From an optimization exercise on the open Yosys and OpenROAD flow, aimed at small area and a short achievable clock period; shortcuts taken in it are not production practice.
RTL that was checked went through simulation tests only; none was proved equivalent to the original.
Power is estimated from default activity; no workload was simulated.

==> job 7430 <==
// dfbridge
module dfbridge (
    input  wire        clk,
    input  wire        rst,           
    input  wire        cmd_valid,
    input  wire [15:0] cmd,
    output wire        cmd_ready,
    output reg         rsp_valid,
    output reg  [15:0] rsp,
    input  wire        evt_valid,
    input  wire [15:0] evt,
    output reg         miso_valid,
    output reg  [7:0]  miso,
    output reg         utx_valid,
    output reg  [7:0]  utx,
    output reg         busy
);
Settings: LEC_CHECK=0, ABC_AREA=1, CAP_MARGIN=20, CORE_MARGIN=2, CORE_UTILIZATION=45, SLEW_MARGIN=20; clock period 10.0 ns.
standard.sh (not shown) runs the stock make flow with config.mk's settings and CLKGATE_MAP_FILE= SYNTH_SCRIPT=/design/flow/synth_recipe.tcl, a recipe that flattens the netlist after the stock synthesis.
==> flow/flow/run.sh <==
#!/bin/bash
set -euo pipefail
bash standard.sh SETUP_SLACK_MARGIN=6.6 \
  "CTS_ARGS=-sink_clustering_enable -repair_clock_nets -sink_clustering_size 24 -sink_clustering_max_diameter 80 -buf_list sky130_fd_sc_hd__clkbuf_16 -dont_use_dummy_load" \
  finish > flow_make.log 2>&1
==> job 9170: changes against job 7430 <==
--- a/flow/design.v
+++ b/flow/design.v
@@ -16,11 +16,11 @@
 );
     reg [7:0] mem0 [0:63];
     reg [7:0] mem1 [0:63];
     reg [6:0] head0, tail0, head1, tail1;     
     reg       wv0, wv1;               
-    reg [7:0] wdat0, wdat1;           
+    reg [7:0] wdat;                   
     reg [7:0] spi_rxd, spi_txd;
     reg       spi_rxavail, spi_txv, spi_reqpend;
     reg       spi_en, spi_rxie;              
     wire      spi_reqie = spi_rxie;
     reg [7:0] uart_rxd, uart_txd;
@@ -70,24 +70,14 @@
     wire [6:0] count1 = head1 - tail1;
     wire       nz0   = head0 != tail0;
     wire       nz1   = head1 != tail1;
     wire       full0 = head0 == {~tail0[6], tail0[5:0]};
     wire       full1 = head1 == {~tail1[6], tail1[5:0]};
-    wire [63:0] tsel0 = 64'd1 << tail0[5:0];
-    wire [63:0] tsel1 = 64'd1 << tail1[5:0];
-    reg  [7:0]  mrd0, mrd1;
-    integer j;
-    always @(*) begin
-        mrd0 = 8'h00;
-        mrd1 = 8'h00;
-        for (j = 0; j < 64; j = j + 1) begin
-            mrd0 = mrd0 | (mem0[j] & {8{tsel0[j]}});
-            mrd1 = mrd1 | (mem1[j] & {8{tsel1[j]}});
-        end
-    end
-    wire [7:0] rd0   = (wv0 && head0 == tail0_i) ? wdat0 : mrd0;
-    wire [7:0] rd1   = (wv1 && head1 == tail1_i) ? wdat1 : mrd1;
+    wire [7:0] mrd0 = mem0[tail0[5:0]];
+    wire [7:0] mrd1 = mem1[tail1[5:0]];
+    wire [7:0] rd0   = (wv0 && head0 == tail0_i) ? wdat : mrd0;
+    wire [7:0] rd1   = (wv1 && head1 == tail1_i) ? wdat : mrd1;
     wire [3:0] pend = {uart_en & ~uart_txfull, uart_rxavail, spi_reqpend, spi_rxavail};
     wire [3:0] ie   = {uart_txrdy_ie, uart_rxie, spi_reqie, spi_rxie};
     wire [3:0] rdy  = pend & ie;
     reg        irq;                           
     wire [3:0] ivec = {rdy[3] & ~rdy[2] & ~rdy[1] & ~rdy[0],
@@ -150,19 +140,17 @@
     wire do_scan = (host & c_scan) | (tick & tk1);
     wire [3:0] run = ({4{irq}} & ivec) |
                      ({4{tick & tkp}} & tk_pv & pollc) |
                      ({4{host & c_poll}} & c_pv & pollc);
     wire push0_req = run[0] | (host & c_push0);
-    wire [7:0] push0_d = run[0] ? spi_rxd : imm;
     wire push0 = push0_req & ~full0;
     wire pop0_isr0 = run[0] & uart_en & ~uart_txfull;
     wire pop0_isr3 = run[3] & nz0;
     wire pop0_host = host & c_pop0 & nz0;
     wire pop0 = pop0_isr0 | pop0_isr3 | pop0_host;
     wire [7:0] pv0 = (run[0] & ~nz0) ? spi_rxd : rd0;
     wire push1_req = (run[2] & ~uart_fe_cur & ~uart_or_cur) | (host & c_push1);
-    wire [7:0] push1_d = run[2] ? uart_rxd : imm;
     wire push1 = push1_req & ~full1;
     wire isr1_load = run[1] & ~spi_txv;
     wire pop1 = (isr1_load | (host & c_pop1)) & nz1;
     wire s_ssend_ok = host & c_ssend & spi_en & ~spi_txv;
     wire s_usend_ok = host & c_usend & uart_en & ~uart_txfull;
@@ -232,18 +220,17 @@
     wire [15:0] r = {{6{~c_legal}}, ~c_legal | notready, ~c_legal | popnone, r_data};
     genvar g;
     generate
         for (g = 0; g < 64; g = g + 1) begin : row
             always @(posedge clk) begin
-                if (wv0 && head0[5:0] == ((g + 1) % 64)) mem0[g] <= wdat0;
-                if (wv1 && head1[5:0] == ((g + 1) % 64)) mem1[g] <= wdat1;
+                if (wv0 && head0[5:0] == ((g + 1) % 64)) mem0[g] <= wdat;
+                if (wv1 && head1[5:0] == ((g + 1) % 64)) mem1[g] <= wdat;
             end
         end
     endgenerate
     always @(posedge clk) begin
-        wdat0 <= push0_d;
-        wdat1 <= push1_d;
+        wdat  <= run[0] ? spi_rxd : run[2] ? uart_rxd : imm;
         rsp   <= r;
         miso  <= m_spi_txv ? m_spi_txd : 8'hFF;
         if (e_xfer) spi_rxd <= evt[7:0];
         spi_txd  <= m_spi_txd;
         if (e_rx) uart_rxd <= evt[7:0];
==> flow/flow/run.sh (replaced) <==
#!/bin/bash
set -euo pipefail
bash standard.sh SETUP_SLACK_MARGIN=6.7 \
  "CTS_ARGS=-sink_clustering_enable -repair_clock_nets -sink_clustering_size 16 -sink_clustering_max_diameter 60 -buf_list sky130_fd_sc_hd__clkbuf_8 -dont_use_dummy_load" \
  finish > flow_make.log 2>&1
==> job 8642: changes against job 7430 <==
--- a/flow/design.v
+++ b/flow/design.v
@@ -246,11 +246,11 @@
         miso  <= m_spi_txv ? m_spi_txd : 8'hFF;
         if (e_xfer) spi_rxd <= evt[7:0];
         spi_txd  <= m_spi_txd;
         if (e_rx) uart_rxd <= evt[7:0];
         uart_txd <= m_uart_txd;
-        utx   <= m_uart_txd & {8{e_txd}};   
+        if (e_txd) utx <= m_uart_txd;       
     end
     integer i;
     always @(posedge clk) begin
         if (rst) begin
             head0 <= 7'd0; tail0 <= 7'd0; wv0 <= 1'b0;
==> flow/flow/run.sh (replaced) <==
#!/bin/bash
set -euo pipefail
bash standard.sh SETUP_SLACK_MARGIN=6.6 finish > flow_make.log 2>&1
Settings changed: ABC_AREA 1 to not set, CTS_BUF_LIST set to sky130_fd_sc_hd__clkbuf_8, CTS_CLUSTER_DIAMETER set to 60, CTS_CLUSTER_SIZE set to 16.
==> comparison <==
Job 9170 passed the timing, design-rule and antenna checks. Job 7430 finished with timing, DRC and antenna clean. Job 8642 completed without violations.
Of job 8642 and job 7430, job 8642 has the higher cell area (gap 0.23%, measured against job 7430).
Final cell count, lowest first: job 8642, job 9170, job 7430.
Against job 7430, the first-iteration DRC count of job 8642 is larger by 6.1%.
Between job 7430 and job 9170, the lower utilization is in job 7430 (gap 1.3 points).
Die area, highest first: job 7430, job 9170, job 8642.
Of job 7430 and job 9170, job 7430 has the higher combinational power (gap 31%, measured against job 9170).
The highest critical path depth belongs to job 7430, the lowest to job 9170.
Only the layout flow was run in job 7430; the RTL was not checked for function there.


==> 04-21: inputs <==
dfbridge, a different RTL version from the one above (not shown whole).
Settings: LEC_CHECK=0, CAP_MARGIN=20, CORE_MARGIN=2, CORE_UTILIZATION=45, SLEW_MARGIN=20; clock period 10.0 ns.
==> flow/flow/run.sh <==
#!/bin/bash
set -euo pipefail
bash standard.sh SETUP_SLACK_MARGIN=6.5 finish > flow_make.log 2>&1
==> inputs of 12-17, as changes to 04-21 <==
--- a/flow/design.v
+++ b/flow/design.v
@@ -18,13 +18,14 @@
     reg [7:0] mem1 [0:63];
     reg [6:0] head0, tail0, head1, tail1;     
     reg       wv0, wv1;               
     reg [7:0] wdat0, wdat1;           
     reg [7:0] spi_rxd, spi_txd;
     reg       spi_rxavail, spi_txv, spi_reqpend;
-    reg       spi_en, spi_rxie, spi_reqie;
+    reg       spi_en, spi_rxie;              
+    wire      spi_reqie = spi_rxie;
     reg [7:0] uart_rxd, uart_txd;
     reg       uart_rxavail, uart_fe_cur, uart_or_cur, uart_txfull;
     reg       uart_en, uart_rxie, uart_txrdy_ie;
     reg       gie;
     reg [2:0] clpc;
     reg [6:0] flg;
@@ -79,19 +80,20 @@
     end
     wire [7:0] rd0   = (wv0 && head0 == tail0_i) ? wdat0 : mrd0;
     wire [7:0] rd1   = (wv1 && head1 == tail1_i) ? wdat1 : mrd1;
     wire [3:0] pend = {uart_en & ~uart_txfull, uart_rxavail, spi_reqpend, spi_rxavail};
     wire [3:0] ie   = {uart_txrdy_ie, uart_rxie, spi_reqie, spi_rxie};
     wire [3:0] rdy  = pend & ie;
-    wire       irq  = gie & (|rdy);
+    reg        irq;                           
     wire [3:0] ivec = {rdy[3] & ~rdy[2] & ~rdy[1] & ~rdy[0],
                        rdy[2] & ~rdy[1] & ~rdy[0],
                        rdy[1] & ~rdy[0],
                        rdy[0]};
     wire [3:0] pollc = pend & ~ie;
-    assign cmd_ready = ~irq;
+    reg        ready_r;                       
+    assign cmd_ready = ready_r;
     wire host = cmd_valid & ~irq;
     wire tick = ~cmd_valid & ~irq;
     wire [7:0] op  = cmd[15:8];
     wire [7:0] imm = cmd[7:0];
     wire       z   = imm == 8'h00;
     wire c_sei   = op == 8'h01 && z;
@@ -177,12 +179,22 @@
     wire [6:0] m_flg = do_scan ? 7'd0 : (flg | m_flg_set);
     wire [7:0] eop = evt[15:8];
     wire e_sel   = evt_valid && eop == 8'h80 && evt[7:0] == 8'h00 && m_spi_en && !m_spi_txv;
     wire e_xfer  = evt_valid && eop == 8'h81 && m_spi_en;
     wire e_rx    = evt_valid && eop[7:1] == 7'b1000001 && m_uart_en;
     wire e_txd   = evt_valid && eop == 8'h84 && evt[7:0] == 8'h00 && m_uart_en && m_txfull;
+    wire n_gie         = (gie | (host & c_sei)) & ~(host & c_cli);
+    wire n_spi_rxie    = spi_rxie | (host & c_sei_s & spi_en);
+    wire n_uart_rxie   = uart_rxie | (host & c_uei & uart_en);
+    wire n_txrdy_ie    = (uart_txrdy_ie | (run[0] & push0)) & ~(run[3] & ~nz0);
+    wire n_spi_rxav    = m_spi_rxav | e_xfer;
+    wire n_spi_reqpend = (spi_reqpend & ~run[1]) | e_sel | e_xfer;
+    wire n_txfull      = m_txfull & ~e_txd;
+    wire n_urxav       = m_urxav | e_rx;
+    wire n_irq = n_gie & ((n_spi_rxav & n_spi_rxie) | (n_spi_reqpend & n_spi_rxie) |
+                          (n_urxav & n_uart_rxie) | (m_uart_en & ~n_txfull & n_txrdy_ie));
     wire flow_hi = count0 > 7'd48;
     wire flow_lo = count0 < 7'd16;
     wire m_busy  = flow_hi ? 1'b1 : flow_lo ? 1'b0 : busy;
     reg [15:0] r;
     always @(*) begin
         r = 16'h0000;
@@ -233,42 +245,42 @@
     integer i;
     always @(posedge clk) begin
         if (rst) begin
             head0 <= 7'd0; tail0 <= 7'd0; wv0 <= 1'b0;
             head1 <= 7'd0; tail1 <= 7'd0; wv1 <= 1'b0;
             spi_rxavail <= 1'b0; spi_txv <= 1'b0; spi_reqpend <= 1'b0;
-            spi_en <= 1'b0; spi_rxie <= 1'b0; spi_reqie <= 1'b0;
+            spi_en <= 1'b0; spi_rxie <= 1'b0;
             uart_rxavail <= 1'b0; uart_fe_cur <= 1'b0; uart_or_cur <= 1'b0; uart_txfull <= 1'b0;
             uart_en <= 1'b0; uart_rxie <= 1'b0; uart_txrdy_ie <= 1'b0;
-            gie <= 1'b0; busy <= 1'b0; clpc <= 3'd0; flg <= 7'd0;
+            gie <= 1'b0; irq <= 1'b0; ready_r <= 1'b1; busy <= 1'b0; clpc <= 3'd0; flg <= 7'd0;
             for (i = 0; i < 7; i = i + 1) cnt[i] <= 8'd0;
             rsp_valid <= 1'b0; miso_valid <= 1'b0; utx_valid <= 1'b0;
         end else begin
             wv0 <= push0;
             if (push0) head0 <= head0_i;
             if (pop0)  tail0 <= tail0_i;
             wv1 <= push1;
             if (push1) head1 <= head1_i;
             if (pop1)  tail1 <= tail1_i;
-            if (c_sei & host) gie <= 1'b1;
-            else if (c_cli & host) gie <= 1'b0;
+            gie <= n_gie;
+            irq <= n_irq;
+            ready_r <= ~n_irq;
             if (do_flow) busy <= m_busy;
             if (tick) clpc <= (clpc == 3'd5) ? 3'd0 : clpc + 3'd1;
             spi_en <= m_spi_en;
-            if (host & c_sei_s & spi_en) begin spi_rxie <= 1'b1; spi_reqie <= 1'b1; end
+            spi_rxie <= n_spi_rxie;
             spi_txv <= m_spi_txv & ~e_xfer;
-            spi_rxavail <= m_spi_rxav | e_xfer;
-            spi_reqpend <= (spi_reqpend & ~run[1]) | e_sel | e_xfer;
+            spi_rxavail <= n_spi_rxav;
+            spi_reqpend <= n_spi_reqpend;
             uart_en <= m_uart_en;
-            if (host & c_uei & uart_en) uart_rxie <= 1'b1;
-            uart_txfull <= m_txfull & ~e_txd;
-            uart_rxavail <= m_urxav | e_rx;
+            uart_rxie <= n_uart_rxie;
+            uart_txfull <= n_txfull;
+            uart_rxavail <= n_urxav;
             uart_fe_cur <= e_rx ? evt[8] : m_fe;
             uart_or_cur <= m_or | (e_rx & m_urxav);
-            if (run[0] & push0) uart_txrdy_ie <= 1'b1;
-            else if (run[3] & ~nz0) uart_txrdy_ie <= 1'b0;
+            uart_txrdy_ie <= n_txrdy_ie;
             flg <= m_flg | {e_xfer & m_spi_rxav, e_rx & m_urxav, e_rx & evt[8], 1'b0, 1'b0, 1'b0, 1'b0}
                          | {3'b000, e_xfer & ~m_spi_txv, 3'b000};
             for (i = 0; i < 7; i = i + 1)
                 if (do_scan && flg[i] && cnt[i] != 8'hFF) cnt[i] <= inc8(cnt[i]);
             rsp_valid  <= host;
             miso_valid <= e_xfer;
==> flow/flow/run.sh (replaced) <==
#!/bin/bash
set -euo pipefail
bash standard.sh SETUP_SLACK_MARGIN=6.8 finish > flow_make.log 2>&1
==> inputs of 03-11, as changes to 04-21 <==
==> flow/run.sh (new file) <==
#!/bin/bash
# synth_recipe.tcl (not shown) runs the flow's synth.tcl, then flattens the netlist and writes it again
# the make line also repeats each setting of config.mk as NAME=value (left out here)
make -C /OpenROAD-flow-scripts/flow DESIGN_CONFIG=/design/flow/config.mk WORK_HOME=/design/flow/orfs CLKGATE_MAP_FILE= SYNTH_SCRIPT=/design/flow/synth_recipe.tcl finish
--- a/flow/config.mk
+++ b/flow/config.mk
@@ -5,7 +5,8 @@
 export SDC_FILE = /design/flow/constraint.sdc
 export NUM_CORES = 4
 export LEC_CHECK = 0
 export CAP_MARGIN = 20
 export CORE_MARGIN = 2
 export CORE_UTILIZATION = 45
+export SETUP_SLACK_MARGIN = 5
 export SLEW_MARGIN = 20
removed: flow/flow/run.sh
removed: flow/standard.sh
==> inputs of 12-16, as changes to 04-21 <==
--- a/flow/design.v
+++ b/flow/design.v
@@ -62,26 +62,14 @@
     wire       nz0   = head0 != tail0;
     wire       nz1   = head1 != tail1;
     wire       full0 = head0 == {~tail0[6], tail0[5:0]};
     wire       full1 = head1 == {~tail1[6], tail1[5:0]};
     wire [5:0] wa0   = dec8({2'b00, head0[5:0]});
     wire [5:0] wa1   = dec8({2'b00, head1[5:0]});
-    wire [63:0] tsel0 = 64'd1 << tail0[5:0];
-    wire [63:0] tsel1 = 64'd1 << tail1[5:0];
-    reg  [7:0]  mrd0, mrd1;
-    integer j;
-    always @(*) begin
-        mrd0 = 8'h00;
-        mrd1 = 8'h00;
-        for (j = 0; j < 64; j = j + 1) begin
-            mrd0 = mrd0 | (mem0[j] & {8{tsel0[j]}});
-            mrd1 = mrd1 | (mem1[j] & {8{tsel1[j]}});
-        end
-    end
-    wire [7:0] rd0   = (wv0 && head0 == tail0_i) ? wdat0 : mrd0;
-    wire [7:0] rd1   = (wv1 && head1 == tail1_i) ? wdat1 : mrd1;
+    wire [7:0] rd0   = (wv0 && head0 == tail0_i) ? wdat0 : mem0[tail0[5:0]];
+    wire [7:0] rd1   = (wv1 && head1 == tail1_i) ? wdat1 : mem1[tail1[5:0]];
     wire [3:0] pend = {uart_en & ~uart_txfull, uart_rxavail, spi_reqpend, spi_rxavail};
     wire [3:0] ie   = {uart_txrdy_ie, uart_rxie, spi_reqie, spi_rxie};
     wire [3:0] rdy  = pend & ie;
     wire       irq  = gie & (|rdy);
     wire [3:0] ivec = {rdy[3] & ~rdy[2] & ~rdy[1] & ~rdy[0],
                        rdy[2] & ~rdy[1] & ~rdy[0],
==> flow/run.sh (new file) <==
#!/bin/bash
# synth_recipe.tcl (not shown) runs the flow's synth.tcl, then flattens the netlist and writes it again
# the make line also repeats each setting of config.mk as NAME=value (left out here)
make -C /OpenROAD-flow-scripts/flow DESIGN_CONFIG=/design/flow/config.mk WORK_HOME=/design/flow/orfs CLKGATE_MAP_FILE= SYNTH_SCRIPT=/design/flow/synth_recipe.tcl finish
removed: flow/flow/run.sh
removed: flow/standard.sh
==> flow_summary.toml <==
[timing]
setup_slack_ps = 5091

[min_path]
hold_end = "spi_txd[3]"

[power]
power_density_nw_per_um2 = 180.6
seq_power_share = 0.528

[yosys]
yosys.area_share.simple = 0.1282
synth_nets = 3805

[critical_path]
ff2ff_path_depth = 10

[floorplanning]
die-area_um2 = 114400

[place]
placed_area_um2 = 53030

[run_status]
status = "complete, no violations"
# the run above: 03-11

==> flow_summary.toml <==
[yosys]
syn-cell-area_um2 = 50290
synth_nets = 3805
yosys.area_share.simple = 0.1282

[min_path]
hold_end = "spi_txd[7]"

[place]
placed_area_um2 = 53380

[run_status]
status = "complete, no violations"

[floorplanning]
die-area_um2 = 114400

[power]
power_density_nw_per_um2 = 170.8
# the run above: 04-21

==> flow_summary.toml <==
[timing]
setup_slack_ps = 4607

[min_path]
hold_end = "tail0[3]"

[yosys]
synth_nets = 3272
yosys.area_share.simple = 0.06957

[power]
power_density_nw_per_um2 = 182.8

[run_status]
status = "complete, no violations"
# the run above: 12-16

==> flow_summary.toml <==
[floorplanning]
die-area_um2 = 115700

[yosys]
yosys.area_share.simple = 0.1311
synth_nets = 3854

[critical_path]
ff2ff_path_depth = 11

[min_path]
hold_end = "head1[6]"
min_from = "head1[6]"

[place]
placed_area_um2 = 54030

[power]
power_density_nw_per_um2 = 162.0
seq_power_share = 0.537

[run_status]
status = "complete, no violations"

[timing]
setup_slack_ps = 6147
# the run above: 12-17

The RTL of 04-21, 12-17 and 03-11 was laid out without a check of its function.

-- what the ideal ports hide --
In the flow no input, the clock included, has a driving cell. The finished layouts below were timed again as built, in two steps. Step 1 sets driving cells, clkbuf_16 on the clock port and buf_2 on the other inputs (assumed; they add their load-dependent delay and slew). Step 2 times the ports against the registers' clock, not the clock port: input delays grow and output delays shrink by t, the midpoint of the rising clock arrivals with the driver on. Three values: no drivers, after step 1, after step 2; two values: the first two.
| run | t (ns) | setup WS [ns] | worst data-port slew with drivers (ns) | pins driven straight from the clock port |
|---|---|---|---|---|
| job 7430 | 0.723 | 6.617 / 6.543 / 5.962 | 0.05 | 1 |
| job 9170 | 0.865 | 6.670 / 6.598 / 5.920 | 0.08 | 1 |
| job 8642 | 0.879 | 6.516 / 6.516 / 5.696 | 0.07 | 1 |
| 04-21 | 0.832 | 6.166 / 6.089 / 5.399 | 0.13 | 1 |
| 12-17 | 0.803 | 6.147 / 6.175 / 5.372 | 0.14 | 1 |
| 03-11 | 0.820 | 5.091 / 5.091 / 4.373 | 0.04 | 1 |
| 12-16 | 0.802 | 4.607 / 4.638 / 3.835 | 0.06 | 1 |
After both steps setup and hold are still met in every run listed. The setup slack of job 8642, which loses most, moves by 0.000 ns with the drivers and by -0.820 ns with both steps.
